Source: an optimization exercise on an open RTL-to-GDS flow (aim: small area, a short achievable clock period and few clock cycles). Production flows keep margins and buffers that such runs may drop. At most, simulation tests tie the RTL to the original design; equivalence was not proved. For runs 1 and 5 to 7, only the layout was checked, not whether the RTL still works. Power figures rest on the tool's default switching activity, not on a simulated workload.

$ cat flow/design.v
module cs281_dl_rx (
    input  wire       clk,
    input  wire       rst,         
    input  wire       in_valid,
    input  wire [7:0] in_data,
    output wire       in_ready,
    output wire       ev_valid,
    input  wire       ev_ready,
    output wire [1:0] ev_kind,
    output wire [7:0] ev_data,
    output wire       ev_last,
    output wire [7:0] fault
);
    localparam [7:0] START = 8'h7B;
    localparam [7:0] STOP  = 8'h7D;
    localparam [7:0] ESC   = 8'h5C;
    localparam integer N  = 64;         
    localparam integer RP = 19;         
    localparam integer SQ = 6;          
    localparam [5:0] DR_AL = N - RP;    
    localparam [5:0] DW_EM = 1 - RP;    
    localparam [1:0] KIND_BYTE     = 2'd0;
    localparam [1:0] KIND_EMPTY    = 2'd1;
    localparam [1:0] KIND_MISMATCH = 2'd2;
    localparam [1:0] KIND_FRAMING  = 2'd3;
    reg  [7:0] ring [0:N-1];
    reg  [5:0] dr, dw;
    reg        rempty;
    reg        al, dw1, dr1, dwem;      
    reg  [6:0] qlen;                    
    reg        qe;                      
    reg        p_esc, p_par, p_hi0, p_b0;    
    reg        wesc, wpar;              
    reg        q0s;                     
    reg        f_any, f_ovf;            
    reg  [SQ-1:0] sq;                   
    reg  [SQ-1:0] th;                   
    reg        r_pos0, r_esc, r_emit, r_stop;    
    reg        fc_start, fc_esc, fc_rc, fc_la;   
    reg        in_ready_q;
    reg        ev_valid_q, skip_q;      
    reg  [1:0] ev_kind_q;
    reg        ev_last_q;
    wire qfull   = qlen[6];
    wire accept  = in_valid && in_ready_q;
    wire wr      = accept && !qfull;
    wire comp    = (in_data == STOP) && !qe && !p_esc;
    wire push    = wr && comp;
    wire good    = p_hi0 && (p_b0 == wpar);
    wire consume = skip_q || (ev_valid_q && ev_ready);
    wire pop1    = r_stop || (r_pos0 && !fc_start);     
    wire pop     = consume && pop1;
    integer i;
    always @(posedge clk) begin
        ring[0] <= wr ? in_data : ring[N-1];
        for (i = 1; i < N; i = i + 1)
            ring[i] <= ring[i-1];
    end
    wire rempty_n = !wr && (rempty || (consume && dwem));
    wire dw1_n    = wr || (dw == 6'd2);
    wire dr1_n    = !(wr && rempty) && !consume && (dr == 6'd2);
    wire wr_ok_n  = rempty_n || (dw1_n && !dr1_n);
    always @(posedge clk) begin
        if (rst) begin
            rempty <= 1'b1;
        end else begin
            rempty <= rempty_n;
        end
        dw   <= wr ? 6'd1 : dw - 6'd1;
        dr   <= (wr && rempty) ? 6'd0 : consume ? dr : dr - 6'd1;
        dw1  <= dw1_n;
        dr1  <= dr1_n;
        dwem <= !wr && (dw == DW_EM + 6'd1);
        al   <= !(wr && rempty) && (consume || (dr == DR_AL + 6'd1));
    end
    wire f_any_n = f_any || (accept && (qfull || (comp && !q0s)));
    wire qfull_n = qfull || (wr && !comp && (qlen == 7'd63));
    always @(posedge clk) begin
        if (rst) begin
            qlen  <= 7'd0;
            qe    <= 1'b1;
            wesc  <= 1'b0;
            wpar  <= 1'b0;
            f_any <= 1'b0;
            f_ovf <= 1'b0;
            in_ready_q <= 1'b1;
        end else begin
            f_any <= f_any_n;
            if (accept && qfull) f_ovf <= 1'b1;
            in_ready_q <= !f_any_n && !th[SQ-2] && (qfull_n || wr_ok_n);
            if (wr) begin
                if (comp) begin
                    qlen <= 7'd0;
                    qe   <= 1'b1;
                    wesc <= 1'b0;
                    wpar <= 1'b0;
                end else begin
                    qlen <= qlen + 7'd1;
                    qe   <= 1'b0;
                    if (!qe && qlen != 7'd1) begin
                        if (wesc)       begin wpar <= wpar ^ p_par; wesc <= 1'b0; end
                        else if (p_esc) wesc <= 1'b1;
                        else            wpar <= wpar ^ p_par;
                    end
                end
            end
        end
    end
    always @(posedge clk) begin
        if (wr) begin
            p_esc <= (in_data == ESC);
            p_par <= ^in_data;
            p_hi0 <= (in_data[7:1] == 7'd0);
            p_b0  <= in_data[0];
            if (qe) q0s <= (in_data == START);
        end
    end
    integer k;
    always @(posedge clk) begin
        if (rst) begin
            th <= {SQ{1'b0}};
        end else if (push && !pop) begin
            th <= {th[SQ-2:0], 1'b1};
        end else if (pop && !push) begin
            th <= {1'b0, th[SQ-1:1]};
        end
        for (k = 0; k < SQ; k = k + 1) begin
            if (push && (pop ? (th[k] && (k == SQ-1 || !th[k+1]))
                             : ((k == 0 || th[k-1]) && !th[k])))
                sq[k] <= good;
            else if (pop)
                sq[k] <= (k == SQ-1) ? 1'b0 : sq[k+1];
        end
    end
    wire [7:0] m0 = ring[RP-1];
    wire [7:0] m1 = ring[RP-2];
    wire [7:0] m2 = ring[RP-3];
    wire [7:0] m3 = ring[RP-4];
    wire m0_esc  = (m0 == ESC);
    wire m1_esc  = (m1 == ESC);
    wire nf_start = (m0 == START);
    wire nf_esc   = m0_esc;
    wire nf_rc    = (m1 == STOP) && !m0_esc;
    wire nf_la    = ((m2 == STOP) && !m1_esc) || (m1_esc && (m3 == STOP) && (m2 != ESC));
    always @(posedge clk) begin
        fc_start <= nf_start;
        fc_esc   <= nf_esc;
        fc_rc    <= nf_rc;
        fc_la    <= nf_la;
    end
    reg a_pos0, a_esc, a_emit, a_stop;
    always @(*) begin
        a_pos0 = 1'b0;
        a_esc  = r_esc;
        a_emit = r_emit;
        a_stop = 1'b0;
        if (r_stop) begin
            a_pos0 = 1'b1; a_esc = 1'b0; a_emit = 1'b0;
        end else if (r_pos0) begin
            a_pos0 = !fc_start;
            a_stop = fc_start && fc_rc;
        end else if (fc_rc) begin
            a_stop = 1'b1;
        end else if (!r_esc && fc_esc) begin
            a_esc = 1'b1;
        end else begin
            a_esc = 1'b0;
            if (sq[0]) a_emit = 1'b1;
        end
    end
    function automatic [3:0] beat;      
        input pos0, esc, emitd, stop, g;
        begin
            beat = 4'b0_00_1;
            if (stop) begin
                beat = 4'b0_00_1;
            end else if (pos0) begin
                beat = {1'b1, nf_start ? KIND_MISMATCH : KIND_FRAMING, 1'b1};
                if (nf_start && !nf_rc) beat[3] = 1'b0;
            end else if (nf_rc) begin
                beat = {!g || !emitd, g ? KIND_EMPTY : KIND_MISMATCH, 1'b1};
            end else if (esc || !nf_esc) begin
                beat = {g, KIND_BYTE, nf_la};
            end
        end
    endfunction
    wire       act1 = !dwem && (th[1] || (th[0] && !pop1));
    wire       g1   = pop1 ? sq[1] : sq[0];
    wire [3:0] b1   = beat(a_pos0, a_esc, a_emit, a_stop, g1);
    wire       act0 = !rempty && th[0] && (dr == DR_AL + 6'd1);
    wire [3:0] b0   = beat(r_pos0, r_esc, r_emit, r_stop, sq[0]);
    always @(posedge clk) begin
        if (rst) begin
            r_pos0 <= 1'b1;
            r_esc  <= 1'b0;
            r_emit <= 1'b0;
            r_stop <= 1'b0;
            ev_valid_q <= 1'b0;
            skip_q     <= 1'b0;
        end else begin
            if (consume) begin
                r_pos0 <= a_pos0;
                r_esc  <= a_esc;
                r_emit <= a_emit;
                r_stop <= a_stop;
            end
            ev_valid_q <= consume ? (act1 &&  b1[3]) : (act0 &&  b0[3]);
            skip_q     <= consume ? (act1 && !b1[3]) : (act0 && !b0[3]);
        end
        ev_kind_q <= consume ? b1[2:1] : b0[2:1];
        ev_last_q <= consume ? b1[0]   : b0[0];
    end
    assign in_ready = in_ready_q;
    assign ev_valid = ev_valid_q;
    assign ev_kind  = ev_kind_q;
    assign ev_data  = ring[RP];
    assign ev_last  = ev_last_q;
    assign fault    = {2'b00, f_any, f_ovf, 4'b0000};
endmodule
$ cat flow/run.sh
#!/bin/bash
# synth_recipe.tcl (not shown) runs the flow's synth.tcl, then flattens the netlist and writes it again
# the make line also repeats each setting of config.mk as NAME=value (left out here)
make -C /OpenROAD-flow-scripts/flow DESIGN_CONFIG=/design/flow/config.mk WORK_HOME=/design/flow/orfs CLKGATE_MAP_FILE= SYNTH_SCRIPT=/design/flow/synth_recipe.tcl finish
$ cat flow/config.mk
export PLATFORM = sky130hd
export DESIGN_NAME = cs281_dl_rx
export DESIGN_NICKNAME = cs281_dl_rx
export VERILOG_FILES = /design/flow/design.v
export SDC_FILE = /design/flow/constraint.sdc
export NUM_CORES = 4
export LEC_CHECK = 0
export ABC_CLOCK_PERIOD_IN_PS = 2800
export CAP_MARGIN = 20
export CORE_MARGIN = 2
export CORE_UTILIZATION = 40
export CTS_BUF_LIST = sky130_fd_sc_hd__clkbuf_16
export CTS_CLUSTER_DIAMETER = 100
export CTS_CLUSTER_SIZE = 30
export PLACE_DENSITY = 0.6
export SETUP_SLACK_MARGIN = 5
export SLEW_MARGIN = 20
$ cat flow/constraint.sdc
create_clock -name core_clock -period 8.0 [get_ports {clk}]
set_input_delay 1.6000 -clock core_clock [delete_from_list [all_inputs] [get_ports {clk}]]
set_output_delay 1.6000 -clock core_clock [all_outputs]
set_load 0.01 [all_outputs]
==> parameters.txt, run 1 <==
Parameter                              Value

Worst hold path
  Hold/Removal Path Class ... reg -> reg
  Hold_sp ... ring[31][1]$_DFF_P_
  Hold depth ... 0

Finish
  Core occupancy in the finished layout ... 45.4%
  Post-Layout Cell Count ... 1358
  Fraction of layout cells with a size suffix above 1 ... 6.44%
  Area delta synth->final ... 11.1%
  Count of inserted antenna diode cells ... 0
  Most common library cell in the layout ignoring fill and taps ... dfxtp_1
  Net count reported at finish ... 941
  Most frequent cells in the layout ... dfxtp_1, nor2_1, nand2_1

Worst setup path
  Delay contributed by the slowest stage of the critical path ... 560 ps
  Largest driver fanout on the critical path ... 14
  Worst setup startpoint ... ev_ready
  Endpoint class of the critical path ... flop
  Required arrival time at the worst endpoint ... 8300 ps
  Number of cells on the worst reg-to-reg path ... 5
  Cell-by-cell trace of the critical path ... clkdlybuf4s50_1 > a21oi_4 > a21o_2 > nor3b_1 > o21ai_1 > mux2_2
  Slowest stage cell on the critical path ... clkdlybuf4s50_1
  Arrival time of the worst setup path ... 3250 ps
  Critical path type ... in -> reg
  Worst path depth ... 6
  Crit path capture ... sq[1]$_DFFE_PP_
  R2R Path Start ... r_pos0$_SDFFE_PP1N_
  Number of buffers and inverters on the critical path ... 1
  CP startpoint kind ... input pin
  Reg-to-Reg End ... sq[1]$_DFFE_PP_
  Crit path max-delay family ... buffers and inverters
  Worst reg-to-reg setup slack ... 6060 ps

Global route
  GR Util met2 ... 13.1%
  Wire length of the first global-routing pass ... 26600 um
  Total grt overflow ... 0
  Number of antenna violations at the first check in global routing ... 1
  Via count of the first global-routing pass ... 5326
  Met1 usage ... 14.0%
  Global routing usage summed across all routing layers ... 9.27%
  Met3 usage ... 2.16%
  Pin count of the biggest net entering global routing ... 32
  GR peak layer ... met1

Synthesis
  Area of the mapped netlist ... 13400 um2
  Distinct cell type count after synthesis ... 53
  Seq cells post-synth ... 568
  Synth warn ... 4
  Biggest area consumer among synthesized cells ... dfxtp_1
  Share of the yosys chip area belonging to registers ... 85.9%
  Leading register cell type out of synthesis ... dfxtp_1
  Dominant cells by area after synthesis ... dfxtp_1, edfxtp_1, ha_1
  Number of flops mapped to enable cells by yosys ... 11
  Top-area cell type share of the netlist area ... 83.4%
  Synth Instances ... 872
  Fraction of registers with async set/reset ... 0%
  Mean instance size in the synthesized netlist ... 15.3 um2

Floorplanning
  Area of the die ... 34900 um2
  Row count ... 66
  Ports ... 33
  Starting density of the core ... 40.9%
  Area of the core ... 32700 um2
  Height of the chip ... 187 um
  Die width ... 187 um

Placed design
  Worst setup slack after placement ... 3680 ps
  Detailed placer's ending HPWL ... 10000 um
  Routability cong. ... 0.772
  Number of input and output port buffers inserted ... 26
  Cells after DPL ... 1325

Power and ir drop
  Part of the power in the clock network ... 29.0%
  Total power divided by cell area ... 305 nW/um2
  Leakage ... 5.90 nW
  Internal power contribution ... 0.00361 W
  Total power after layout ... 0.00453 W
  Proportion of power drawn by combinational gates ... 2.9%
  Share of total power in sequential cells ... 68.2%
  Net load switching power ... 0.000918 W
  Net switching share of the total power ... 20.3%
  Maximum vdd ir drop ... 0.208 mV

Timing
  Least-Margin Pin Slew ... 954 ps
  Hold Fails Final Rpt ... 0
  Setup Total Neg Slack ... 0 ps
  Period utilization ... 37.0%
  Crit path time final ... 2960 ps
  Final max-slew violation count ... 0
  Final setup violation count ... 0
  Max_slew headroom ... 36.3%
  Unrepaired setup endpoints after global routing ... false
  Maximum achievable frequency ... 0.338 GHz
  Setup slack of the critical path after layout ... 5040 ps
  Final clock skew ... 23.2 ps

Route
  Remaining routing DRC violations ... 0
  Detailed-route wire length per cell ... 11.9 um
  Post-DR vias/cell ... 4.13
  Number of nets still failing antenna checks after routing ... 0
  Via count ... 5606
  Violation count after the first detailed-routing iteration ... 330
  Final Routed Wirelength ... 16200 um
  TritonRoute pass-1 iters ... 4

Clock tree
  Largest buffer count on any clock path ... 3
  Total number of clock tree sinks ... 568
  Number of buffers inserted during clock tree synthesis ... 23
  Clock-pin slew of the registers on the worst-case setup and hold paths ... 100 ps
  TritonCTS clock tree ... built
  Latest clock arrival within the worst-skew pair ... 540 ps
  H-tree level count ... 1
  Root Buffer Master ... clkbuf_16

Run
  Number of max-cap violations ... 0

Status
  Run status ... no timing/DRC/antenna violations
-- registers in the layout, summed over array words and instances (netlist names), 2 cells and up --
name	flops
ev_kind_q	2
dr	6
th	6
qlen	7
sq	6
dw	6
ring	512
-- worst min-delay path by stage --
| stage | end | slack, ps |
|---|---|---|
| 5_1_grt | ring[32][1]$_DFF_P_ | 310 |
| 4_1_cts | ring[32][1]$_DFF_P_ | 310 |
| 2_1_floorplan | ring[10][0]$_DFF_P_ | 310 |
| 6_report | ring[32][1]$_DFF_P_ | 310 |
| 3_3_place_gp | ring[59][0]$_DFF_P_ | 310 |
| 3_5_place_dp | ring[3][3]$_DFF_P_ | 310 |
-- cells by family after synthesis --
| group | synth area share, % |
|---|---|
| AOI/OAI and AO/OA | 2.72 |
| other | 0.0280 |
| DFF | 85.9 |
| muxes | 1.19 |
| adders and majority gates | 1.50 |
| buffers and inverters | 1.57 |
| xor gates and xnor gates | 1.11 |
| and+or+nand+nor | 6.01 |
-- final cells by class --
class                   count  area [um2]
clock buffers              23         576
multi-input cells         267        1800
well taps                 442         553
repair buffers             30         253
repair inverters            1        6.26
fillers                  2933       17900
flip-flops and latches    568       11500
clock inverters             5        55.1
inverters                  22         123
-- synthesized netlist by cell type, types with 7 or more instances --
master / count
nand2b_1: 7
mux2i_1: 11
nor3_1: 16
xor2_1: 7
buf_4: 10
clkbuf_1: 8
ha_1: 16
a21oi_1: 13
nor2_1: 45
edfxtp_1: 11
o21ai_0: 14
xnor2_1: 10
dfxtp_1: 557
inv_1: 20
nand2_1: 37
-- what timing repair did --
item,in CTS,in global routing
setup endpoints to repair,37,8
buffers inserted,3,1
hold endpoints to repair,0,0
pin swaps,3,3
resized for setup,39,14
hold buffers,0,0
cloned,1,0
-- power groups by stage --
stage          clock network, W  registers, W   logic, W
2_1_floorplan                 0       0.00313  0.0000986
3_3_place_gp                  0       0.00315   0.000129
3_5_place_dp                  0       0.00315   0.000132
4_1_cts                 0.00136       0.00309   0.000133
5_1_grt                 0.00146       0.00311   0.000149
6_report                0.00131       0.00308   0.000130
-- metal layers --
metal / share of wire, % / vias to the layer above
li1: - / 2889
met1: 55 / 2609
met2: 38 / 80
met4: 2.5 / 0
met5: 0 / -
met3: 4.5 / 28
-- metrics by stage --
stage	cell area [um2]	hold WS (ps)
2_1_floorplan	13500	310
3_3_place_gp	14200	310
3_5_place_dp	14200	312
4_1_cts	14800	313
5_1_grt	14900	311
6_report	14900	308
==> inputs of run 2 (changes only) <==
--- a/flow/design.v
+++ b/flow/design.v
@@ -26,7 +26,7 @@
     reg  [7:0] ring [0:N-1];
     reg  [5:0] dr, dw;
     reg        rempty;
-    reg        al, dw1, dr1, dwem;      
+    reg        dwem;                    
     reg  [6:0] qlen;                    
     reg        qe;                      
     reg        p_esc, p_par, p_hi0, p_b0;    
@@ -68,10 +68,7 @@
         end
         dw   <= wr ? 6'd1 : dw - 6'd1;
         dr   <= (wr && rempty) ? 6'd0 : consume ? dr : dr - 6'd1;
-        dw1  <= dw1_n;
-        dr1  <= dr1_n;
         dwem <= !wr && (dw == DW_EM + 6'd1);
-        al   <= !(wr && rempty) && (consume || (dr == DR_AL + 6'd1));
     end
     wire f_any_n = f_any || (accept && (qfull || (comp && !q0s)));
     wire qfull_n = qfull || (wr && !comp && (qlen == 7'd63));
==> parameters.txt, run 2 <==
Parameter                              Value

Status
  Run status ... no timing/DRC/antenna violations

Route
  Number of nets still failing antenna checks after routing ... 0
  Final Routed Wirelength ... 16400 um
  Violation count after the first detailed-routing iteration ... 291
  TritonRoute pass-1 iters ... 5
  Post-DR vias/cell ... 4.13
  Via count ... 5678
  Remaining routing DRC violations ... 0
  Detailed-route wire length per cell ... 12.0 um

Global route
  Number of antenna violations at the first check in global routing ... 1
  Total grt overflow ... 0
  Wire length of the first global-routing pass ... 27000 um
  Via count of the first global-routing pass ... 5366
  Pin count of the biggest net entering global routing ... 32
  Global routing usage summed across all routing layers ... 9.34%

Clock tree
  TritonCTS clock tree ... built
  H-tree level count ... 1
  Number of buffers inserted during clock tree synthesis ... 22
  Latest clock arrival within the worst-skew pair ... 540 ps
  Largest buffer count on any clock path ... 3
  Total number of clock tree sinks ... 568
  Clock-pin slew of the registers on the worst-case setup and hold paths ... 110 ps
  Root Buffer Master ... clkbuf_16

Synthesis
  Mean instance size in the synthesized netlist ... 15.3 um2
  Dominant cells by area after synthesis ... dfxtp_1, edfxtp_1, ha_1
  Distinct cell type count after synthesis ... 69
  Top-area cell type share of the netlist area ... 82.8%
  Biggest area consumer among synthesized cells ... dfxtp_1
  Leading register cell type out of synthesis ... dfxtp_1
  Fraction of registers with async set/reset ... 0%
  Share of the yosys chip area belonging to registers ... 85.3%
  Synth warn ... 4
  Number of flops mapped to enable cells by yosys ... 11
  Area of the mapped netlist ... 13500 um2
  Most frequently used cell type in the post-synthesis netlist ... dfxtp_1
  Synth Instances ... 882
  Seq cells post-synth ... 568
  Leading cell types by count after synthesis ... dfxtp_1, nand2_1, nor2_1

Worst setup path
  Largest driver fanout on the critical path ... 13
  Endpoint class of the critical path ... flop
  Arrival time of the worst setup path ... 3360 ps
  Critical path type ... in -> reg
  Required arrival time at the worst endpoint ... 8430 ps
  CP startpoint kind ... input pin

Floorplanning
  Area of the core ... 33400 um2
  Starting density of the core ... 40.3%
  Height of the chip ... 187 um
  Ports ... 33
  Die width ... 187 um
  Area of the die ... 35100 um2
  Row count ... 67

Timing
  Max_slew headroom ... 62.0%
  Setup slack of the critical path after layout ... 5070 ps
  WHS ... 325 ps
  Final clock skew ... 15.6 ps
  Final setup violation count ... 0
  Hold Fails Final Rpt ... 0
  Least-Margin Pin Slew ... 564 ps
  Final max-slew violation count ... 0
  Period utilization ... 36.6%
  Crit path time final ... 2930 ps
  Maximum achievable frequency ... 0.342 GHz
  Unrepaired setup endpoints after global routing ... true
  Setup Total Neg Slack ... 0 ps

Power and ir drop
  Net load switching power ... 0.000898 W
  Share of total power in sequential cells ... 68.9%
  Proportion of power drawn by combinational gates ... 3.0%
  Total power divided by cell area ... 301 nW/um2
  Net switching share of the total power ... 20.0%
  Maximum vdd ir drop ... 0.212 mV
  Internal power contribution ... 0.00359 W
  Leakage ... 5.89 nW
  Part of the power in the clock network ... 28.1%

Finish
  Register with the most flip-flops ... ring
  Net count reported at finish ... 952
  Count of inserted antenna diode cells ... 0
  Number of filler cells placed in the layout ... 3028
  Area delta synth->final ... 10.8%
  Largest registers ... ring: 512 flops, qlen: 7 flops
  Most common library cell in the layout ignoring fill and taps ... dfxtp_1
  Fraction of layout cells with a size suffix above 1 ... 7.13%
  Most frequent cells in the layout ... dfxtp_1, nand2_1, nor2_1
  Largest register FFs ... 512

Worst hold path
  Hold/Removal Path Class ... reg -> reg

Placed design
  Worst setup slack after placement ... 3610 ps
  Number of input and output port buffers inserted ... 26
  Routability cong. ... 0.748
  Detailed placer's ending HPWL ... 10000 um

Run
  Number of max-cap violations ... 0
-- run 2: cell families (layout without fill, tap and decap cells) --
| kind of cell | Yosys count | in the layout | share of synthesized area, % |
|---|---|---|---|
| compound gates | 62 | 62 | 3.14 |
| fa+ha+maj | 16 | 16 | 1.49 |
| simple gates | 162 | 163 | 6.44 |
| mux | 12 | 12 | 0.930 |
| other cells | 1 | 6 | 0.0279 |
| buf+inv | 44 | 82 | 1.57 |
| flops | 568 | 568 | 85.3 |
| xor+xnor | 17 | 17 | 1.11 |
-- run 2: what timing repair did --
action | CTS | global route
cloned | 1 | 1
resized for setup | 34 | 5
pin swaps | 3 | 3
buffers inserted | 3 | 2
setup endpoints to repair | 49 | 7
hold buffers | 0 | 0
-- run 2: power by group through the flow --
stage          Clock, W  Sequential, W  Combinational, W
2_1_floorplan         0        0.00313          0.000101
3_3_place_gp          0        0.00315          0.000132
3_5_place_dp          0        0.00316          0.000134
4_1_cts         0.00131        0.00309          0.000136
5_1_grt         0.00141        0.00311          0.000155
6_report        0.00126        0.00309          0.000135
-- run 2: area by class of cell --
class	count	area [um2]	area share, %
multi-input cells	276	1880	12.6
repair inverters	1	5.00	0.0335
clock inverters	4	27.5	0.184
repair buffers	32	277	1.85
inverters	23	129	0.864
flip-flops and latches	568	11500	77.0
well taps	448	561	3.76
clock buffers	22	551	3.69
-- run 2: worst max-delay path, cell delays in order --
cell and delay, ps:
clkdlybuf4s50_1 570, nand3b_1 130, bufinv_8 250, nand2_4 100, inv_8 120, ha_4 190, mux2i_1 190, nor2_1 50
a21oi_1 110, nor2_1 60
-- run 2: path summary, 6_finish.rpt --
check / start / end / slack (ps) / depth (start not counted)
max: in_valid / th[3]$_SDFFE_PP0P_ / 5070 / 10
min: ring[61][7]$_DFF_P_ / ring[62][7]$_DFF_P_ / 330 / 0
max reg2reg: r_pos0$_SDFFE_PP1N_ / sq[4]$_DFFE_PP_ / 5960 / 6
min reg2reg: ring[61][7]$_DFF_P_ / ring[62][7]$_DFF_P_ / 330 / 0
-- run 2: through the flow --
stage / area, um2 / total power (W) / util, % / instances
finish: 14900 / 0.00449 / 44.7 / 1374
global route: 14900 / 0.00468 / 44.7 / 1374
detailed placement: 14300 / 0.00329 / 42.8 / 1341
floorplan: 13600 / 0.00323 / - / 887
global placement: 14300 / 0.00328 / 42.8 / 1341
CTS: 14900 / 0.00454 / 44.7 / 1371
-- run 2: routing by layer --
metal	GRT usage, %	wire (um)	up-vias
met5	0	0	-
met4	2.30	269	0
li1	-	-	2914
met2	13.0	6370	81
met1	14.6	8990	2663
met3	2.01	808	20
Testbench counts of run 2, summed over its fixed seeds: cycles 24,382.
==> inputs of run 3 (changes only) <==
--- a/flow/design.v
+++ b/flow/design.v
@@ -41,15 +41,14 @@
     reg        ev_valid_q, skip_q;      
     reg  [1:0] ev_kind_q;
     reg        ev_last_q;
-    wire qfull   = qlen[6];
+    wire qfull   = qlen[6] && !qe;
     wire accept  = in_valid && in_ready_q;
     wire wr      = accept && !qfull;
     wire comp    = (in_data == STOP) && !qe && !p_esc;
     wire push    = wr && comp;
     wire good    = p_hi0 && (p_b0 == wpar);
     wire consume = skip_q || (ev_valid_q && ev_ready);
-    wire pop1    = r_stop || (r_pos0 && !fc_start);     
-    wire pop     = consume && pop1;
+    wire pop     = skip_q && r_stop;    
     integer i;
     always @(posedge clk) begin
         ring[0] <= wr ? in_data : ring[N-1];
@@ -71,13 +70,10 @@
         dwem <= !wr && (dw == DW_EM + 6'd1);
     end
     wire f_any_n = f_any || (accept && (qfull || (comp && !q0s)));
-    wire qfull_n = qfull || (wr && !comp && (qlen == 7'd63));
-    always @(posedge clk) begin
-        if (rst) begin
-            qlen  <= 7'd0;
+    wire qfull_n = wr ? (!comp && !qe && (qlen == 7'd63)) : qfull;
+    always @(posedge clk) begin
+        if (rst) begin
             qe    <= 1'b1;
-            wesc  <= 1'b0;
-            wpar  <= 1'b0;
             f_any <= 1'b0;
             f_ovf <= 1'b0;
             in_ready_q <= 1'b1;
@@ -86,19 +82,15 @@
             if (accept && qfull) f_ovf <= 1'b1;
             in_ready_q <= !f_any_n && !th[SQ-2] && (qfull_n || wr_ok_n);
             if (wr) begin
-                if (comp) begin
-                    qlen <= 7'd0;
-                    qe   <= 1'b1;
+                qe   <= comp;
+                qlen <= qe ? 7'd1 : qlen + 7'd1;
+                if (qe) begin
                     wesc <= 1'b0;
                     wpar <= 1'b0;
-                end else begin
-                    qlen <= qlen + 7'd1;
-                    qe   <= 1'b0;
-                    if (!qe && qlen != 7'd1) begin
-                        if (wesc)       begin wpar <= wpar ^ p_par; wesc <= 1'b0; end
-                        else if (p_esc) wesc <= 1'b1;
-                        else            wpar <= wpar ^ p_par;
-                    end
+                end else if (qlen != 7'd1) begin
+                    if (wesc)       begin wpar <= wpar ^ p_par; wesc <= 1'b0; end
+                    else if (p_esc) wesc <= 1'b1;
+                    else            wpar <= wpar ^ p_par;
                 end
             end
         end
@@ -154,8 +146,7 @@
         if (r_stop) begin
             a_pos0 = 1'b1; a_esc = 1'b0; a_emit = 1'b0;
         end else if (r_pos0) begin
-            a_pos0 = !fc_start;
-            a_stop = fc_start && fc_rc;
+            a_stop = !fc_start || fc_rc;
         end else if (fc_rc) begin
             a_stop = 1'b1;
         end else if (!r_esc && fc_esc) begin
@@ -181,8 +172,8 @@
             end
         end
     endfunction
-    wire       act1 = !dwem && (th[1] || (th[0] && !pop1));
-    wire       g1   = pop1 ? sq[1] : sq[0];
+    wire       act1 = !dwem && (th[1] || (th[0] && !r_stop));
+    wire       g1   = r_stop ? sq[1] : sq[0];
     wire [3:0] b1   = beat(a_pos0, a_esc, a_emit, a_stop, g1);
     wire       act0 = !rempty && th[0] && (dr == DR_AL + 6'd1);
     wire [3:0] b0   = beat(r_pos0, r_esc, r_emit, r_stop, sq[0]);
==> flow/flow/run.sh (new file) <==
#!/bin/bash
# Standard layout, with a tighter timing-repair target and faster port buffers.
set -euo pipefail
bash standard.sh SETUP_SLACK_MARGIN=5.5 "BUFFER_PORTS_ARGS=-buffer_cell sky130_fd_sc_hd__buf_2" finish > standard_flow.log 2>&1
==> flow/standard.sh (new file) <==
#!/bin/bash
# synth_recipe.tcl (not shown) runs the flow's synth.tcl, then flattens the netlist and writes it again
# the make line also repeats each setting of config.mk as NAME=value (left out here)
make -C /OpenROAD-flow-scripts/flow DESIGN_CONFIG=/design/flow/config.mk WORK_HOME=/design/flow/orfs CLKGATE_MAP_FILE= SYNTH_SCRIPT=/design/flow/synth_recipe.tcl "${@:-finish}"
--- a/flow/config.mk
+++ b/flow/config.mk
@@ -5,7 +5,7 @@
 export SDC_FILE = /design/flow/constraint.sdc
 export NUM_CORES = 4
 export LEC_CHECK = 0
-export ABC_CLOCK_PERIOD_IN_PS = 2800
+export ABC_CLOCK_PERIOD_IN_PS = 2500
 export CAP_MARGIN = 20
 export CORE_MARGIN = 2
 export CORE_UTILIZATION = 40
@@ -13,5 +13,4 @@
 export CTS_CLUSTER_DIAMETER = 100
 export CTS_CLUSTER_SIZE = 30
 export PLACE_DENSITY = 0.6
-export SETUP_SLACK_MARGIN = 5
 export SLEW_MARGIN = 20
removed: flow/run.sh
==> parameters.txt, run 3 <==
Parameter                              Value

Floorplanning
  Ports ... 33
  Starting density of the core ... 40.4%
  Die width ... 188 um
  Height of the chip ... 188 um
  Row count ... 67
  Area of the die ... 35200 um2
  Area of the core ... 33400 um2

Clock tree
  Largest buffer count on any clock path ... 3
  Number of hold buffers added after cts ... 0
  Number of buffers inserted during clock tree synthesis ... 22
  TritonCTS clock tree ... built
  H-tree level count ... 1
  Total number of clock tree sinks ... 568
  Clock-pin slew of the registers on the worst-case setup and hold paths ... 110 ps
  Root Buffer Master ... clkbuf_16
  Latest clock arrival within the worst-skew pair ... 530 ps

Finish
  Net count reported at finish ... 944
  Largest registers ... ring: 512 flops, qlen: 7 flops
  Most common library cell in the layout ignoring fill and taps ... dfxtp_1
  Most frequent cells in the layout ... dfxtp_1, nor2_1, nand2_1
  Core occupancy in the finished layout ... 45.0%
  Post-Layout Cell Count ... 1366
  Fraction of layout cells with a size suffix above 1 ... 12.6%
  Register with the most flip-flops ... ring
  Largest register FFs ... 512
  Area delta synth->final ... 11.5%
  Number of filler cells placed in the layout ... 2985

Worst setup path
  Number of buffers and inverters on the critical path ... 1
  CP startpoint kind ... flop
  Worst path depth ... 1
  Cell-by-cell trace of the critical path ... buf_6
  Required arrival time at the worst endpoint ... 6400 ps
  Slowest stage cell on the critical path ... dfxtp_4
  Arrival time of the worst setup path ... 1020 ps
  Delay contributed by the slowest stage of the critical path ... 370 ps
  Largest driver fanout on the critical path ... 3
  Crit path max-delay family ... flip-flops
  Endpoint class of the critical path ... primary output
  Number of cells on the worst reg-to-reg path ... 4
  Critical path type ... reg -> out

Route
  Violation count after the first detailed-routing iteration ... 222
  Detailed-route wire length per cell ... 12.0 um
  Number of nets still failing antenna checks after routing ... 0
  Final Routed Wirelength ... 16400 um
  Remaining routing DRC violations ... 0
  Via count ... 5680
  Post-DR vias/cell ... 4.16
  TritonRoute pass-1 iters ... 4

Synthesis
  Most frequently used cell type in the post-synthesis netlist ... dfxtp_1
  Synth warn ... 4
  Leading cell types by count after synthesis ... dfxtp_1, nor2_1, nand2_1
  Synth Instances ... 870
  Fraction of registers with async set/reset ... 0%
  Dominant cells by area after synthesis ... dfxtp_1, edfxtp_1, ha_1
  Biggest area consumer among synthesized cells ... dfxtp_1
  Leading register cell type out of synthesis ... dfxtp_1
  Number of flops mapped to enable cells by yosys ... 20
  Distinct cell type count after synthesis ... 60
  Share of the yosys chip area belonging to registers ... 85.9%
  Top-area cell type share of the netlist area ... 81.4%
  Area of the mapped netlist ... 13500 um2
  Mean instance size in the synthesized netlist ... 15.5 um2
  Seq cells post-synth ... 568

Worst hold path
  Hold/Removal Path Class ... reg -> reg
  Hold depth ... 0

Power and ir drop
  Leakage ... 5.95 nW
  Maximum vdd ir drop ... 0.164 mV
  Total power divided by cell area ... 301 nW/um2

Timing
  Setup Total Neg Slack ... 0 ps
  Final setup violation count ... 0
  WHS ... 324 ps
  Least-Margin Pin Slew ... 621 ps
  Final clock skew ... 19.6 ps
  Final max-slew violation count ... 0
  Crit path time final ... 2620 ps
  Hold Fails Final Rpt ... 0
  Maximum achievable frequency ... 0.381 GHz
  Max_slew headroom ... 58.6%
  Unrepaired setup endpoints after global routing ... true
  Setup slack of the critical path after layout ... 5380 ps
  Period utilization ... 32.8%

Placed design
  Cells after DPL ... 1326
  Worst setup slack after placement ... 4500 ps
  Detailed placer's ending HPWL ... 9920 um
  Number of input and output port buffers inserted ... 26
  Routability cong. ... 0.787

Global route
  Pin count of the biggest net entering global routing ... 32
  Total grt overflow ... 0
  Number of antenna violations at the first check in global routing ... 0
  Global routing usage summed across all routing layers ... 9.39%
  Via count of the first global-routing pass ... 5480
  Wire length of the first global-routing pass ... 27300 um

Status
  Run status ... no timing/DRC/antenna violations

Run
  Number of max-cap violations ... 0
run 3: area by class of cell:
class	instances	area [um2]	area share (%)
antenna	1	2.50	0.0167
clock buffer	23	576	3.83
clock inverter	2	7.51	0.0500
inverter	21	93.8	0.625
multi-input combinational	263	1850	12.3
sequential	568	11600	77.2
tap	448	561	3.73
timing repair buffer	39	330	2.20
timing repair inverter	1	6.26	0.0417
run 3: logic make-up (layout without fill, tap and decap cells):
family                   count (synthesis)  after routing  share of synthesized area, %
adder cells (fa/ha/maj)                 16             16                          1.49
XOR/XNOR                                18             18                          1.17
flip-flops                             568            568                          85.9
other                                    1              7                        0.0278
multiplexers                            10             10                         0.789
AND/OR/NAND/NOR                        137            137                          5.52
buffers and inverters                   44             86                          1.52
AO/OA/AOI/OAI                           76             76                          3.61
run 3: worst paths after layout:
check / from / end / slack (ps)
setup / recovery: in_ready_q$_SDFF_PP1_ / in_ready / 5380
hold / removal: ring[62][0]$_DFF_P_ / ring[63][0]$_DFF_P_ / 320
setup reg to reg: r_stop$_SDFFE_PP0N_ / sq[3]$_DFFE_PP_ / 5840
hold reg to reg: ring[62][0]$_DFF_P_ / ring[63][0]$_DFF_P_ / 320
run 3: worst register-to-register path, delay by kind of cell (launching register included):
| family | cells | cell delay (ps) |
|---|---|---|
| flops | 1 | 660 |
| simple gates | 2 | 540 |
| mux | 2 | 730 |
run 3: per-stage QoR:
step	cell area (um2)	total power, W
finish	15000	0.00451
global route	15000	0.00470
CTS	14900	0.00457
detailed placement	14100	0.00330
global placement	14100	0.00329
floorplan	13600	0.00325
run 3: power by group:
group	total, W	leakage [nW]	internal (W)	switching [W]
Clock	0.00127	0.293	0.000520	0.000749
Sequential	0.00310	4.70	0.00302	0.0000767
Combinational	0.000148	0.955	0.0000754	0.0000722
Total	0.00451	5.95	0.00362	0.000898
run 3: timing repair:
action                                  in CTS  in global routing
gates cloned                                 1                  0
pin swaps                                    5                  8
gates resized for setup                     39                 14
setup buffers                               10                  3
endpoints found under the setup margin      39                 25
run 3: routing by layer:
layer  vias up  wire length, um  global-route usage, %
met5         -                0                      0
li1       2887                -                      -
met2        66             6500                   13.7
met1      2702             9000                   14.3
met3        25              594                   1.95
met4         0              328                   2.21
Testbench counts of run 3, summed over its fixed seeds: cycles 24,382.
==> inputs of run 4 (changes only) <==
==> flow/flow/run.sh (replaced) <==
#!/bin/bash
# Standard layout, with a tighter timing-repair target and faster port buffers.
set -euo pipefail
bash standard.sh SETUP_SLACK_MARGIN=5.3 "BUFFER_PORTS_ARGS=-buffer_cell sky130_fd_sc_hd__buf_2" finish > standard_flow.log 2>&1
==> parameters.txt, run 4 <==
Parameter                              Value

Worst setup path
  Delay contributed by the slowest stage of the critical path ... 370 ps
  Largest driver fanout on the critical path ... 1
  CP startpoint kind ... flop
  Number of buffers and inverters on the critical path ... 1
  Endpoint class of the critical path ... primary output
  Number of cells on the worst reg-to-reg path ... 4
  Cell-by-cell trace of the critical path ... buf_2
  Required arrival time at the worst endpoint ... 6400 ps
  Crit path max-delay family ... flip-flops
  Worst reg-to-reg setup slack ... 5830 ps
  R2R Path Start ... r_stop$_SDFFE_PP0N_
  Slowest stage cell on the critical path ... dfxtp_1
  Reg-to-Reg End ... sq[3]$_DFFE_PP_
  Critical path type ... reg -> out
  Arrival time of the worst setup path ... 1040 ps

Global route
  Pin count of the biggest net entering global routing ... 32
  Via count of the first global-routing pass ... 5356
  Wire length of the first global-routing pass ... 27200 um
  Global routing usage summed across all routing layers ... 9.49%
  Total grt overflow ... 0
  Number of antenna violations at the first check in global routing ... 0

Route
  Final Routed Wirelength ... 16500 um
  Via count ... 5608
  Post-DR vias/cell ... 4.13
  Number of nets still failing antenna checks after routing ... 0
  Remaining routing DRC violations ... 0
  Detailed-route wire length per cell ... 12.1 um
  TritonRoute pass-1 iters ... 4
  Violation count after the first detailed-routing iteration ... 258

Floorplanning
  Height of the chip ... 188 um
  Starting density of the core ... 40.4%
  Ports ... 33
  Area of the core ... 33400 um2
  Row count ... 67
  Area of the die ... 35200 um2
  Die width ... 188 um

Power and ir drop
  Maximum vdd ir drop ... 0.199 mV
  Leakage ... 5.88 nW
  Total power divided by cell area ... 305 nW/um2

Finish
  Most frequent cells in the layout ... dfxtp_1, nor2_1, nand2_1
  Most common library cell in the layout ignoring fill and taps ... dfxtp_1
  Fraction of layout cells with a size suffix above 1 ... 9.99%
  Largest registers ... ring: 512 flops, qlen: 7 flops
  Area delta synth->final ... 9.80%
  Post-Layout Cell Count ... 1359
  Count of inserted antenna diode cells ... 0
  Register with the most flip-flops ... ring
  Largest register FFs ... 512
  Net count reported at finish ... 937

Synthesis
  Number of flops mapped to enable cells by yosys ... 20
  Area of the mapped netlist ... 13500 um2
  Distinct cell type count after synthesis ... 60
  Seq cells post-synth ... 568
  Leading cell types by count after synthesis ... dfxtp_1, nor2_1, nand2_1
  Biggest area consumer among synthesized cells ... dfxtp_1
  Synth Instances ... 870
  Synth warn ... 4
  Dominant cells by area after synthesis ... dfxtp_1, edfxtp_1, ha_1
  Fraction of registers with async set/reset ... 0%
  Mean instance size in the synthesized netlist ... 15.5 um2
  Top-area cell type share of the netlist area ... 81.4%
  Leading register cell type out of synthesis ... dfxtp_1
  Most frequently used cell type in the post-synthesis netlist ... dfxtp_1
  Share of the yosys chip area belonging to registers ... 85.9%

Timing
  Period utilization ... 33.0%
  Maximum achievable frequency ... 0.379 GHz
  Hold Fails Final Rpt ... 0
  Unrepaired setup endpoints after global routing ... true
  Setup slack of the critical path after layout ... 5360 ps
  Final max-slew violation count ... 0
  Final clock skew ... 13.3 ps
  Final setup violation count ... 0
  Max_slew headroom ... 40.9%
  Least-Margin Pin Slew ... 887 ps
  Setup Total Neg Slack ... 0 ps
  Crit path time final ... 2640 ps

Placed design
  Cells after DPL ... 1326
  Number of input and output port buffers inserted ... 26
  Routability cong. ... 0.773
  Worst setup slack after placement ... 4490 ps
  Detailed placer's ending HPWL ... 10100 um

Clock tree
  Clock-pin slew of the registers on the worst-case setup and hold paths ... 110 ps
  TritonCTS clock tree ... built
  Root Buffer Master ... clkbuf_16
  Latest clock arrival within the worst-skew pair ... 540 ps
  Number of buffers inserted during clock tree synthesis ... 22
  Number of hold buffers added after cts ... 0
  H-tree level count ... 1
  Total number of clock tree sinks ... 568
  Largest buffer count on any clock path ... 3

Worst hold path
  End of the worst hold path ... ring[5][0]$_DFF_P_
  Hold depth ... 0
  Hold_sp ... ring[4][0]$_DFF_P_
  Hold/Removal Path Class ... reg -> reg

Status
  Run status ... no timing/DRC/antenna violations

Run
  Number of max-cap violations ... 0
[run 4: changes by cell type in the layout (fill, tap and decap cells not counted), sizes merged]
cell	previous run	this run
buf	39	33
clkinv	0	1
diode	1	0
inv	24	23
[run 4: worst max-delay path by stage]
stage                     cells past startpoint            endpoint         startpoint  slack (ps)
after detailed placement                     11  th[3]$_SDFFE_PP0P_           in_valid        4490
after floorplan                              12  th[1]$_SDFFE_PP0P_           in_valid        5040
after global routing                         12  th[3]$_SDFFE_PP0P_         in_data[7]        5300
final                                         1             ev_last  ev_last_q$_DFF_P_        5360
after CTS                                    11  th[3]$_SDFFE_PP0P_           in_valid        5300
after global placement                       11  th[1]$_SDFFE_PP0P_           in_valid        4510
[run 4: cell families (layout without fill, tap and decap cells)]
kind of cell | count (synthesis) | count (layout) | share of synthesized area, %
AO/OA/AOI/OAI | 76 | 76 | 3.61
XOR/XNOR | 18 | 18 | 1.17
adder cells (fa/ha/maj) | 16 | 16 | 1.49
buffers and inverters | 44 | 80 | 1.52
flip-flops | 568 | 568 | 85.9
multiplexers | 10 | 10 | 0.789
other | 1 | 6 | 0.0278
AND/OR/NAND/NOR | 137 | 137 | 5.52
[run 4: stage by stage]
stage	total power [W]	area, um2	hold slack (ps)	util, %
2_1_floorplan	0.00324	13600	310	-
3_3_place_gp	0.00329	14100	310	42.3
3_5_place_dp	0.00329	14100	312	42.3
4_1_cts	0.00456	14700	328	44.1
5_1_grt	0.00470	14800	335	44.3
6_report	0.00451	14800	325	44.3
[run 4: cell type report]
cell class | count | area [um2]
clock inverters | 3 | 11.3
inverters | 21 | 96.3
fillers | 3014 | 18600
flip-flops and latches | 568 | 11600
repair buffers | 33 | 183
well taps | 448 | 561
multi-input cells | 263 | 1790
clock buffers | 23 | 576
[run 4: timing repair]
action                                  CTS  global route
buffers inserted                          0             7
endpoints found under the setup margin   14             9
hold endpoints to repair                  0             0
gates resized for setup                   7             7
pin swaps                                 0             3
[run 4: routing by layer]
metal | GRT usage, % | wire, um | share of wire (%) | vias to the layer above
li1 | - | - | - | 2870
met1 | 14.4 | 8940 | 54 | 2629
met2 | 13.8 | 6540 | 40 | 76
met3 | 1.72 | 617 | 3.7 | 33
met4 | 2.79 | 388 | 2.4 | 0
met5 | 0 | 0 | 0 | -
[run 4: report_power, final]
| part | leakage (nW) | internal, W | switching [W] |
|---|---|---|---|
| sequential | 4.70 | 0.00302 | 0.0000750 |
| combinational | 0.880 | 0.0000654 | 0.0000694 |
| clock | 0.298 | 0.000520 | 0.000755 |
==> inputs of run 5 (changes only) <==
--- a/flow/design.v
+++ b/flow/design.v
@@ -27,10 +27,10 @@
     reg  [5:0] dr, dw;
     reg        rempty;
     reg        dwem;                    
-    reg  [6:0] qlen;                    
+    reg        full;                    
     reg        qe;                      
-    reg        p_esc, p_par, p_hi0, p_b0;    
-    reg        wesc, wpar;              
+    reg        p_esc, p_hi0;            
+    reg        wpar;                    
     reg        q0s;                     
     reg        f_any, f_ovf;            
     reg  [SQ-1:0] sq;                   
@@ -41,12 +41,12 @@
     reg        ev_valid_q, skip_q;      
     reg  [1:0] ev_kind_q;
     reg        ev_last_q;
-    wire qfull   = qlen[6] && !qe;
+    wire qfull   = full && !th[0];
     wire accept  = in_valid && in_ready_q;
     wire wr      = accept && !qfull;
     wire comp    = (in_data == STOP) && !qe && !p_esc;
     wire push    = wr && comp;
-    wire good    = p_hi0 && (p_b0 == wpar);
+    wire good    = p_hi0 && !wpar;
     wire consume = skip_q || (ev_valid_q && ev_ready);
     wire pop     = skip_q && r_stop;    
     integer i;
@@ -68,9 +68,18 @@
         dw   <= wr ? 6'd1 : dw - 6'd1;
         dr   <= (wr && rempty) ? 6'd0 : consume ? dr : dr - 6'd1;
         dwem <= !wr && (dw == DW_EM + 6'd1);
+        if (rst)
+            full <= 1'b0;
+        else if (wr && !consume)
+            full <= !rempty && (dr == 6'd2);     
+        else if (consume && !wr)
+            full <= 1'b0;
     end
     wire f_any_n = f_any || (accept && (qfull || (comp && !q0s)));
-    wire qfull_n = wr ? (!comp && !qe && (qlen == 7'd63)) : qfull;
+    wire full_n  = (wr && !consume) ? (!rempty && (dr == 6'd2))
+                 : (consume && !wr) ? 1'b0 : full;
+    wire th0_n   = push || (pop ? th[1] : th[0]);
+    wire qfull_n = full_n && !th0_n;
     always @(posedge clk) begin
         if (rst) begin
             qe    <= 1'b1;
@@ -83,24 +92,14 @@
             in_ready_q <= !f_any_n && !th[SQ-2] && (qfull_n || wr_ok_n);
             if (wr) begin
                 qe   <= comp;
-                qlen <= qe ? 7'd1 : qlen + 7'd1;
-                if (qe) begin
-                    wesc <= 1'b0;
-                    wpar <= 1'b0;
-                end else if (qlen != 7'd1) begin
-                    if (wesc)       begin wpar <= wpar ^ p_par; wesc <= 1'b0; end
-                    else if (p_esc) wesc <= 1'b1;
-                    else            wpar <= wpar ^ p_par;
-                end
+                wpar <= !qe && (wpar ^ (^in_data));
             end
         end
     end
     always @(posedge clk) begin
         if (wr) begin
             p_esc <= (in_data == ESC);
-            p_par <= ^in_data;
             p_hi0 <= (in_data[7:1] == 7'd0);
-            p_b0  <= in_data[0];
             if (qe) q0s <= (in_data == START);
         end
     end
==> parameters.txt, run 5 <==
Parameter                              Value

Global route
  Wire length of the first global-routing pass ... 25600 um
  Total grt overflow ... 0
  Global routing usage summed across all routing layers ... 9.29%
  Number of antenna violations at the first check in global routing ... 0
  Pin count of the biggest net entering global routing ... 32
  Via count of the first global-routing pass ... 5189

Clock tree
  Latest clock arrival within the worst-skew pair ... 540 ps
  Clock-pin slew of the registers on the worst-case setup and hold paths ... 110 ps
  Number of buffers inserted during clock tree synthesis ... 22
  H-tree level count ... 1
  Largest buffer count on any clock path ... 3
  Root Buffer Master ... clkbuf_16
  TritonCTS clock tree ... built
  Total number of clock tree sinks ... 559

Synthesis
  Leading cell types by count after synthesis ... dfxtp_1, nor2_1, nand2_1
  Share of the yosys chip area belonging to registers ... 86.9%
  Synth warn ... 4
  Seq cells post-synth ... 559
  Most frequently used cell type in the post-synthesis netlist ... dfxtp_1
  Leading register cell type out of synthesis ... dfxtp_1
  Biggest area consumer among synthesized cells ... dfxtp_1
  Fraction of registers with async set/reset ... 0%
  Number of flops mapped to enable cells by yosys ... 10
  Synth Instances ... 843
  Mean instance size in the synthesized netlist ... 15.4 um2
  Dominant cells by area after synthesis ... dfxtp_1, edfxtp_1, ha_1
  Distinct cell type count after synthesis ... 56
  Area of the mapped netlist ... 13000 um2
  Top-area cell type share of the netlist area ... 84.6%

Finish
  Number of filler cells placed in the layout ... 2805
  Net count reported at finish ... 910
  Most frequent cells in the layout ... dfxtp_1, nor2_1, nand2_1
  Fraction of layout cells with a size suffix above 1 ... 9.92%
  Largest register FFs ... 512
  Register with the most flip-flops ... ring
  Post-Layout Cell Count ... 1322
  Count of inserted antenna diode cells ... 0
  Area delta synth->final ... 10.7%
  Most common library cell in the layout ignoring fill and taps ... dfxtp_1
  Core occupancy in the finished layout ... 45.2%

Power and ir drop
  Total power divided by cell area ... 310 nW/um2
  Net load switching power ... 0.000877 W
  Proportion of power drawn by combinational gates ... 2.6%
  Part of the power in the clock network ... 29.2%
  Internal power contribution ... 0.00358 W
  Leakage ... 5.72 nW
  Net switching share of the total power ... 19.7%
  Total power after layout ... 0.00446 W
  Share of total power in sequential cells ... 68.1%
  Maximum vdd ir drop ... 0.187 mV

Worst hold path
  Hold/Removal Path Class ... reg -> reg
  Hold_sp ... ring[2][7]$_DFF_P_
  Hold depth ... 0

Timing
  Max_slew headroom ... 58.3%
  Maximum achievable frequency ... 0.362 GHz
  Hold Fails Final Rpt ... 0
  Least-Margin Pin Slew ... 621 ps
  Final max-slew violation count ... 0
  Crit path time final ... 2770 ps
  Final clock skew ... 12.7 ps
  Unrepaired setup endpoints after global routing ... true
  Setup Total Neg Slack ... 0 ps
  Final setup violation count ... 0
  Period utilization ... 34.6%

Worst setup path
  R2R Path Start ... th[0]$_SDFFE_PP0P_
  Critical path type ... in -> reg
  Required arrival time at the worst endpoint ... 8480 ps
  Arrival time of the worst setup path ... 3240 ps
  Largest driver fanout on the critical path ... 5
  Endpoint class of the critical path ... flop
  Number of cells on the worst reg-to-reg path ... 10
  Worst setup startpoint ... in_data[1]
  CP startpoint kind ... input pin

Floorplanning
  Area of the die ... 33900 um2
  Row count ... 65
  Height of the chip ... 184 um
  Starting density of the core ... 40.8%
  Area of the core ... 31800 um2
  Ports ... 33
  Die width ... 184 um

Route
  Detailed-route wire length per cell ... 11.9 um
  Remaining routing DRC violations ... 0
  Via count ... 5390
  TritonRoute pass-1 iters ... 4
  Violation count after the first detailed-routing iteration ... 287
  Post-DR vias/cell ... 4.08
  Number of nets still failing antenna checks after routing ... 0
  Final Routed Wirelength ... 15700 um

Placed design
  Detailed placer's ending HPWL ... 9400 um
  Cells after DPL ... 1288
  Number of input and output port buffers inserted ... 26
  Routability cong. ... 0.772

Status
  Run status ... no timing/DRC/antenna violations

Run
  Number of max-cap violations ... 0
-- run 5: cell types whose count changed after synthesis, sizes merged, moves of 4 or more --
cell    before  now
nand3        5    1
nand4b       3    7
a31oi        5    1
o21ai       22   18
nor2        39   46
inv         21   17
nor3b        4    0
edfxtp      20   10
-- run 5: worst paths after layout --
kind,slack [ps],end
hold reg to reg,320,ring[3][7]$_DFF_P_
hold / removal,320,ring[3][7]$_DFF_P_
setup reg to reg,5810,th[0]$_SDFFE_PP0P_
setup / recovery,5230,th[0]$_SDFFE_PP0P_
-- run 5: metrics by stage --
step / instance area (um2) / hold WS (ps) / setup slack (ps)
3_5_place_dp: 13600 / 312 / 4370
6_report: 14400 / 324 / 5230
4_1_cts: 14400 / 330 / 5290
3_3_place_gp: 13600 / 310 / 4400
2_1_floorplan: 13100 / 310 / 4750
5_1_grt: 14400 / 333 / 5130
-- run 5: metal layers --
layer | vias to the layer above | GRT usage, % | routed length (um)
met5 | - | 0 | 0
met4 | 0 | 2.82 | 383
met3 | 33 | 1.76 | 562
met2 | 70 | 14.2 | 6320
met1 | 2519 | 13.4 | 8430
li1 | 2768 | - | -
-- run 5: cell families (layout without fill, tap and decap cells) --
group	Yosys count	after routing	share of synthesized area [%]
DFF	559	559	86.9
and+or+nand+nor	139	139	5.40
AOI/OAI and AO/OA	67	67	3.20
buffers and inverters	40	79	1.41
adders and majority gates	14	14	1.35
xor gates and xnor gates	13	13	0.877
muxes	10	10	0.819
other	1	6	0.0289
-- run 5: power groups by stage --
stage / logic, W / clock network (W) / registers [W]
floorplan: 0.0000927 / 0 / 0.00307
global placement: 0.000112 / 0 / 0.00310
detailed placement: 0.000114 / 0 / 0.00310
CTS: 0.000118 / 0.00136 / 0.00304
global route: 0.000132 / 0.00145 / 0.00306
finish: 0.000118 / 0.00130 / 0.00303
-- run 5: timing repair --
item,4_1_cts,5_1_grt
resized for setup,19,3
buffers inserted,5,2
hold buffers,0,0
pin swaps,6,0
setup endpoints to repair,40,9
-- run 5: final cells by class --
| cell class | instances | area [um2] | area share [%] |
|---|---|---|---|
| multi-input cells | 249 | 1610 | 11.2 |
| repair buffers | 34 | 221 | 1.54 |
| clock buffers | 23 | 576 | 4.00 |
| clock inverters | 4 | 46.3 | 0.322 |
| flip-flops and latches | 559 | 11300 | 78.5 |
| well taps | 435 | 544 | 3.78 |
| inverters | 18 | 86.3 | 0.600 |
-- run 5: worst max-delay path: stages --
cell and delay (ps):
buf_12 110, inv_12 40, ha_4 110, nand4bb_1 120, or4_4 480, inv_6 90, ha_4 170, buf_4 110
buf_4 100, nor2_1 30, nor2_1 140, a21oi_2 40, nor2_1 90
==> inputs of run 6 (changes only) <==
--- a/flow/config.mk
+++ b/flow/config.mk
@@ -5,7 +5,7 @@
 export SDC_FILE = /design/flow/constraint.sdc
 export NUM_CORES = 4
 export LEC_CHECK = 0
-export ABC_CLOCK_PERIOD_IN_PS = 2500
+export ABC_CLOCK_PERIOD_IN_PS = 1500
 export CAP_MARGIN = 20
 export CORE_MARGIN = 2
 export CORE_UTILIZATION = 40
==> parameters.txt, run 6 <==
Parameter                              Value

Clock tree
  H-tree level count ... 1
  Clock-pin slew of the registers on the worst-case setup and hold paths ... 110 ps
  Largest buffer count on any clock path ... 3
  Number of buffers inserted during clock tree synthesis ... 22
  Latest clock arrival within the worst-skew pair ... 540 ps
  Total number of clock tree sinks ... 559
  TritonCTS clock tree ... built
  Root Buffer Master ... clkbuf_16
  Number of hold buffers added after cts ... 0

Worst setup path
  Cell-by-cell trace of the critical path ... buf_12 > inv_12 > ha_4 > nand4bb_1 > or4_4 > inv_6 > ha_4 > buf_4 > buf_4 > nor2_1 > nor2_1 > a21oi_2 > nor2_1
  Dominant cell type by count on the critical path ... nor2_1
  Number of cells on the worst reg-to-reg path ... 10
  Endpoint class of the critical path ... flop
  Arrival time of the worst setup path ... 3240 ps
  CP startpoint kind ... input pin
  Critical path type ... in -> reg
  Required arrival time at the worst endpoint ... 8480 ps
  Delay contributed by the slowest stage of the critical path ... 480 ps
  Largest driver fanout on the critical path ... 5
  Number of buffers and inverters on the critical path ... 5
  Crit path max-delay family ... simple AND/OR/NAND/NOR gates
  Worst path depth ... 13
  Slowest stage cell on the critical path ... or4_4

Timing
  Setup Total Neg Slack ... 0 ps
  Hold Fails Final Rpt ... 0
  Setup slack of the critical path after layout ... 5230 ps
  Crit path time final ... 2770 ps
  Least-Margin Pin Slew ... 621 ps
  Period utilization ... 34.6%
  Final setup violation count ... 0
  Unrepaired setup endpoints after global routing ... true
  Maximum achievable frequency ... 0.362 GHz
  Max_slew headroom ... 58.3%
  Final max-slew violation count ... 0
  Final clock skew ... 12.7 ps

Floorplanning
  Row count ... 65
  Die width ... 184 um
  Area of the core ... 31800 um2
  Starting density of the core ... 40.8%
  Area of the die ... 33900 um2
  Ports ... 33
  Height of the chip ... 184 um

Finish
  Multi-input combinational cell area ... 1610 um2
  Net count reported at finish ... 910
  Count of inserted antenna diode cells ... 0
  Finished layout cell area ... 14400 um2
  Most common library cell in the layout ignoring fill and taps ... dfxtp_1
  Fraction of layout cells with a size suffix above 1 ... 9.92%
  Core occupancy in the finished layout ... 45.2%
  Most frequent cells in the layout ... dfxtp_1, nor2_1, nand2_1
  Largest register FFs ... 512
  Register with the most flip-flops ... ring
  Area delta synth->final ... 10.7%
  Number of filler cells placed in the layout ... 2805
  Total area of sequential cells ... 11300 um2

Global route
  Global routing usage summed across all routing layers ... 9.29%
  Total grt overflow ... 0
  Wire length of the first global-routing pass ... 25600 um
  Via count of the first global-routing pass ... 5189
  Number of antenna violations at the first check in global routing ... 0
  Pin count of the biggest net entering global routing ... 32

Route
  TritonRoute pass-1 iters ... 4
  Post-DR vias/cell ... 4.08
  Via count ... 5390
  Detailed-route wire length per cell ... 11.9 um
  Final Routed Wirelength ... 15700 um
  Remaining routing DRC violations ... 0
  Violation count after the first detailed-routing iteration ... 287
  Number of nets still failing antenna checks after routing ... 0

Synthesis
  Leading cell types by count after synthesis ... dfxtp_1, nor2_1, nand2_1
  Number of flops mapped to enable cells by yosys ... 10
  Fraction of registers with async set/reset ... 0%
  Synth warn ... 4
  Top-area cell type share of the netlist area ... 84.6%
  Distinct cell type count after synthesis ... 56
  Leading register cell type out of synthesis ... dfxtp_1
  Share of the yosys chip area belonging to registers ... 86.9%
  Seq cells post-synth ... 559
  Dominant cells by area after synthesis ... dfxtp_1, edfxtp_1, ha_1
  Biggest area consumer among synthesized cells ... dfxtp_1
  Mean instance size in the synthesized netlist ... 15.4 um2
  Synth Instances ... 843
  Most frequently used cell type in the post-synthesis netlist ... dfxtp_1
  Area of the mapped netlist ... 13000 um2

Power and ir drop
  Total power after layout ... 0.00446 W
  Leakage ... 5.72 nW
  Total power divided by cell area ... 310 nW/um2
  Maximum vdd ir drop ... 0.187 mV

Worst hold path
  Hold depth ... 0
  Hold/Removal Path Class ... reg -> reg

Placed design
  Detailed placer's ending HPWL ... 9400 um
  Number of input and output port buffers inserted ... 26
  Placed instance area ... 13600 um2
  Worst setup slack after placement ... 4370 ps
  Routability cong. ... 0.772

Status
  Run status ... no timing/DRC/antenna violations

Run
  Number of max-cap violations ... 0
-- run 6: kinds of logic after synthesis --
family | Yosys count | synth area share, %
AO/OA/AOI/OAI | 67 | 3.20
XOR/XNOR | 13 | 0.877
adder cells (fa/ha/maj) | 14 | 1.35
buffers and inverters | 40 | 1.41
flip-flops | 559 | 86.9
multiplexers | 10 | 0.819
other | 1 | 0.0289
AND/OR/NAND/NOR | 139 | 5.40
-- run 6: final cells by class --
| type | count | area share (%) |
|---|---|---|
| clock buffers | 23 | 4.00 |
| well taps | 435 | 3.78 |
| clock inverters | 4 | 0.322 |
| repair buffers | 34 | 1.54 |
| flip-flops and latches | 559 | 78.5 |
| inverters | 18 | 0.600 |
| multi-input cells | 249 | 11.2 |
-- run 6: timing repair --
action,4_1_cts,5_1_grt
setup buffers,5,2
pin swaps,6,0
setup endpoints to repair,40,9
gates resized for setup,19,3
-- run 6: metrics by stage --
stage / cells / hold WS, ps
global placement: 1288 / 310
CTS: 1320 / 330
floorplan: 848 / 310
detailed placement: 1288 / 312
finish: 1322 / 324
global route: 1322 / 333
-- run 6: path summary, 6_finish.rpt --
path / startpoint / to / slack [ps]
max: in_data[1] / th[0]$_SDFFE_PP0P_ / 5230
min: ring[2][7]$_DFF_P_ / ring[3][7]$_DFF_P_ / 320
max reg2reg: th[0]$_SDFFE_PP0P_ / th[0]$_SDFFE_PP0P_ / 5810
min reg2reg: ring[2][7]$_DFF_P_ / ring[3][7]$_DFF_P_ / 320
-- run 6: report_power, final --
group / internal [W] / total (W) / switching (W)
registers: 0.00296 / 0.00303 / 0.0000702
logic: 0.0000592 / 0.000118 / 0.0000588
clock network: 0.000554 / 0.00130 / 0.000748
-- run 6: metal layers --
metal / global-route usage (%) / vias up / wire length [um]
met3: 1.76 / 33 / 562
met5: 0 / - / 0
met4: 2.82 / 0 / 383
met2: 14.2 / 70 / 6320
li1: - / 2768 / -
met1: 13.4 / 2519 / 8430
==> inputs of run 7 (changes only) <==
==> flow/flow/run.sh (replaced) <==
#!/bin/bash
# Standard layout, with a tighter timing-repair target and faster port buffers.
set -euo pipefail
bash standard.sh SETUP_SLACK_MARGIN=5.5 "BUFFER_PORTS_ARGS=-buffer_cell sky130_fd_sc_hd__buf_2" finish > standard_flow.log 2>&1
--- a/flow/config.mk
+++ b/flow/config.mk
@@ -5,7 +5,7 @@
 export SDC_FILE = /design/flow/constraint.sdc
 export NUM_CORES = 4
 export LEC_CHECK = 0
-export ABC_CLOCK_PERIOD_IN_PS = 1500
+export ABC_CLOCK_PERIOD_IN_PS = 2500
 export CAP_MARGIN = 20
 export CORE_MARGIN = 2
 export CORE_UTILIZATION = 40
==> parameters.txt, run 7 <==
Parameter                              Value

Clock tree
  Largest buffer count on any clock path ... 3
  Number of buffers inserted during clock tree synthesis ... 22
  Total number of clock tree sinks ... 559
  Clock-pin slew of the registers on the worst-case setup and hold paths ... 120 ps
  Number of hold buffers added after cts ... 0
  TritonCTS clock tree ... built
  H-tree level count ... 1
  Root Buffer Master ... clkbuf_16
  Latest clock arrival within the worst-skew pair ... 540 ps

Finish
  Total area of sequential cells ... 11300 um2
  Most common library cell in the layout ignoring fill and taps ... dfxtp_1
  Fraction of layout cells with a size suffix above 1 ... 12.8%
  Count of inserted antenna diode cells ... 0
  Multi-input combinational cell area ... 1700 um2
  Register with the most flip-flops ... ring
  Net count reported at finish ... 915
  Number of filler cells placed in the layout ... 2755
  Largest register FFs ... 512
  Area delta synth->final ... 12.3%
  Most frequent cells in the layout ... dfxtp_1, nor2_1, nand2_1
  Core occupancy in the finished layout ... 45.9%

Synthesis
  Distinct cell type count after synthesis ... 56
  Number of flops mapped to enable cells by yosys ... 10
  Biggest area consumer among synthesized cells ... dfxtp_1
  Multiplexer fraction of the synthesized cell area ... 0.819%
  Fraction of the mapped netlist area in compound gates ... 3.20%
  Main combinational cell family by area after synthesis ... simple AND/OR/NAND/NOR gates
  Fraction of registers with async set/reset ... 0%
  Leading register cell type out of synthesis ... dfxtp_1
  Most frequently used cell type in the post-synthesis netlist ... dfxtp_1
  Mean instance size in the synthesized netlist ... 15.4 um2
  Top-area cell type share of the netlist area ... 84.6%
  Leading cell types by count after synthesis ... dfxtp_1, nor2_1, nand2_1
  Synth warn ... 4
  Share of the yosys chip area belonging to registers ... 86.9%
  Dominant cells by area after synthesis ... dfxtp_1, edfxtp_1, ha_1
  Synth Area in Adders ... 1.35%
  Area of the mapped netlist ... 13000 um2
  Seq cells post-synth ... 559
  Area fraction in and, or, nand and nor cells after synthesis ... 5.40%
  Post-synthesis xor/xnor area fraction ... 0.877%
  Synth Instances ... 843

Floorplanning
  Die width ... 184 um
  Area of the die ... 33900 um2
  Row count ... 65
  Area of the core ... 31800 um2
  Height of the chip ... 184 um
  Starting density of the core ... 40.8%
  Ports ... 33

Status
  Run status ... no timing/DRC/antenna violations

Route
  Detailed-route wire length per cell ... 12.0 um
  Remaining routing DRC violations ... 0
  Violation count after the first detailed-routing iteration ... 267
  Number of nets still failing antenna checks after routing ... 0
  Final Routed Wirelength ... 15900 um
  Sum of routed wire segments on met1 ... 8630 um
  Post-DR vias/cell ... 4.13
  TritonRoute pass-1 iters ... 4
  DR top layer ... met4
  Met3 Routed Length ... 683 um
  Routed length on met2 ... 6280 um
  Via count ... 5475

Timing
  Final max-slew violation count ... 0
  Period utilization ... 34.7%
  Least-Margin Pin Slew ... 653 ps
  Max_slew headroom ... 56.2%
  Setup Total Neg Slack ... 0 ps
  Unrepaired setup endpoints after global routing ... true
  WHS ... 321 ps
  Final setup violation count ... 0
  Maximum achievable frequency ... 0.360 GHz
  Hold Fails Final Rpt ... 0
  Final clock skew ... 21.6 ps
  Crit path time final ... 2780 ps

Power and ir drop
  Internal power contribution ... 0.00356 W
  Total power divided by cell area ... 304 nW/um2
  Leakage ... 5.78 nW
  Net load switching power ... 0.000878 W
  Part of the power in the clock network ... 28.6%
  Net switching share of the total power ... 19.8%
  Proportion of power drawn by combinational gates ... 2.9%
  Share of total power in sequential cells ... 68.5%
  Maximum vdd ir drop ... 0.225 mV

Global route
  Pin count of the biggest net entering global routing ... 32
  Total grt overflow ... 0
  Number of antenna violations at the first check in global routing ... 0
  Wire length of the first global-routing pass ... 26200 um
  Global routing usage summed across all routing layers ... 9.54%
  Via count of the first global-routing pass ... 5226

Worst setup path
  Worst setup startpoint ... in_data[1]
  Critical path type ... in -> reg
  R2R Path Start ... th[0]$_SDFFE_PP0P_
  Required arrival time at the worst endpoint ... 8430 ps
  Arrival time of the worst setup path ... 3210 ps
  Largest driver fanout on the critical path ... 6
  Endpoint class of the critical path ... flop
  CP startpoint kind ... input pin

Placed design
  Routability cong. ... 0.733
  Detailed placer's ending HPWL ... 9390 um
  Number of input and output port buffers inserted ... 26

Run
  Number of max-cap violations ... 0

Worst hold path
  Hold_sp ... ring[5][5]$_DFF_P_
  Hold/Removal Path Class ... reg -> reg
run 7: per-layer routing:
metal / GRT usage [%] / vias up
met2: 14.2 / 79
li1: - / 2781
met4: 2.75 / 0
met3: 1.88 / 25
met1: 14.1 / 2590
met5: 0 / -
run 7: metrics by stage:
stage / instance area [um2] / power (W) / worst slack, ps / instances
global placement: 13700 / 0.00321 / 4390 / 1288
finish: 14600 / 0.00443 / 5220 / 1326
CTS: 14500 / 0.00448 / 5260 / 1323
detailed placement: 13700 / 0.00322 / 4350 / 1288
floorplan: 13200 / 0.00317 / 4750 / 848
global route: 14600 / 0.00461 / 5150 / 1326
run 7: power by group through the flow:
stage | Clock (W) | Combinational (W) | Sequential (W)
final | 0.00127 | 0.000130 | 0.00304
after floorplan | 0 | 0.0000954 | 0.00307
after global placement | 0 | 0.000117 | 0.00310
after detailed placement | 0 | 0.000118 | 0.00310
after CTS | 0.00131 | 0.000128 | 0.00304
after global routing | 0.00141 | 0.000145 | 0.00306
run 7: worst paths after layout:
check / end / slack (ps) / cells after the start
min: ring[6][5]$_DFF_P_ / 320 / 0
min reg2reg: ring[6][5]$_DFF_P_ / 320 / 0
max: th[3]$_SDFFE_PP0P_ / 5220 / 11
max reg2reg: th[3]$_SDFFE_PP0P_ / 5820 / 8
run 7: area by class of cell:
class,count,area share (%)
Tap cell,435,3.73
Sequential cell,559,77.6
Clock inverter,3,0.163
Timing Repair Buffer,39,2.34
Multi-Input combinational cell,249,11.6
Inverter,18,0.635
Clock buffer,23,3.95
run 7: timing repair:
| item | CTS | global route |
|---|---|---|
| endpoints found under the setup margin | 35 | 34 |
| buffers inserted | 9 | 3 |
| resized for setup | 49 | 10 |
| pin swaps | 7 | 7 |
| hold endpoints to repair | 0 | 0 |
run 7: worst max-delay path, stage by stage:
cell,delay [ps]
buf_12,110
inv_12,40
ha_4,120
nand4bb_4,120
or4_4,520
clkinv_4,80
ha_4,170
mux2i_1,220
nor2_1,60
a21oi_1,120
nor2_1,50
run 7: cell families (layout without fill, tap and decap cells):
group / count (synthesis) / after routing
AO/OA/AOI/OAI: 67 / 67
XOR/XNOR: 13 / 13
adder cells (fa/ha/maj): 14 / 14
buffers and inverters: 40 / 83
flip-flops: 559 / 559
multiplexers: 10 / 10
other: 1 / 6
AND/OR/NAND/NOR: 139 / 139

Check on run 7: ideal ports give 5.224 ns setup slack; a clkbuf_16 on the clock port and buf_2 on the inputs give 5.214 ns; moving port delays by the midpoint clock arrival (0.569 ns) as well gives 4.645 ns.
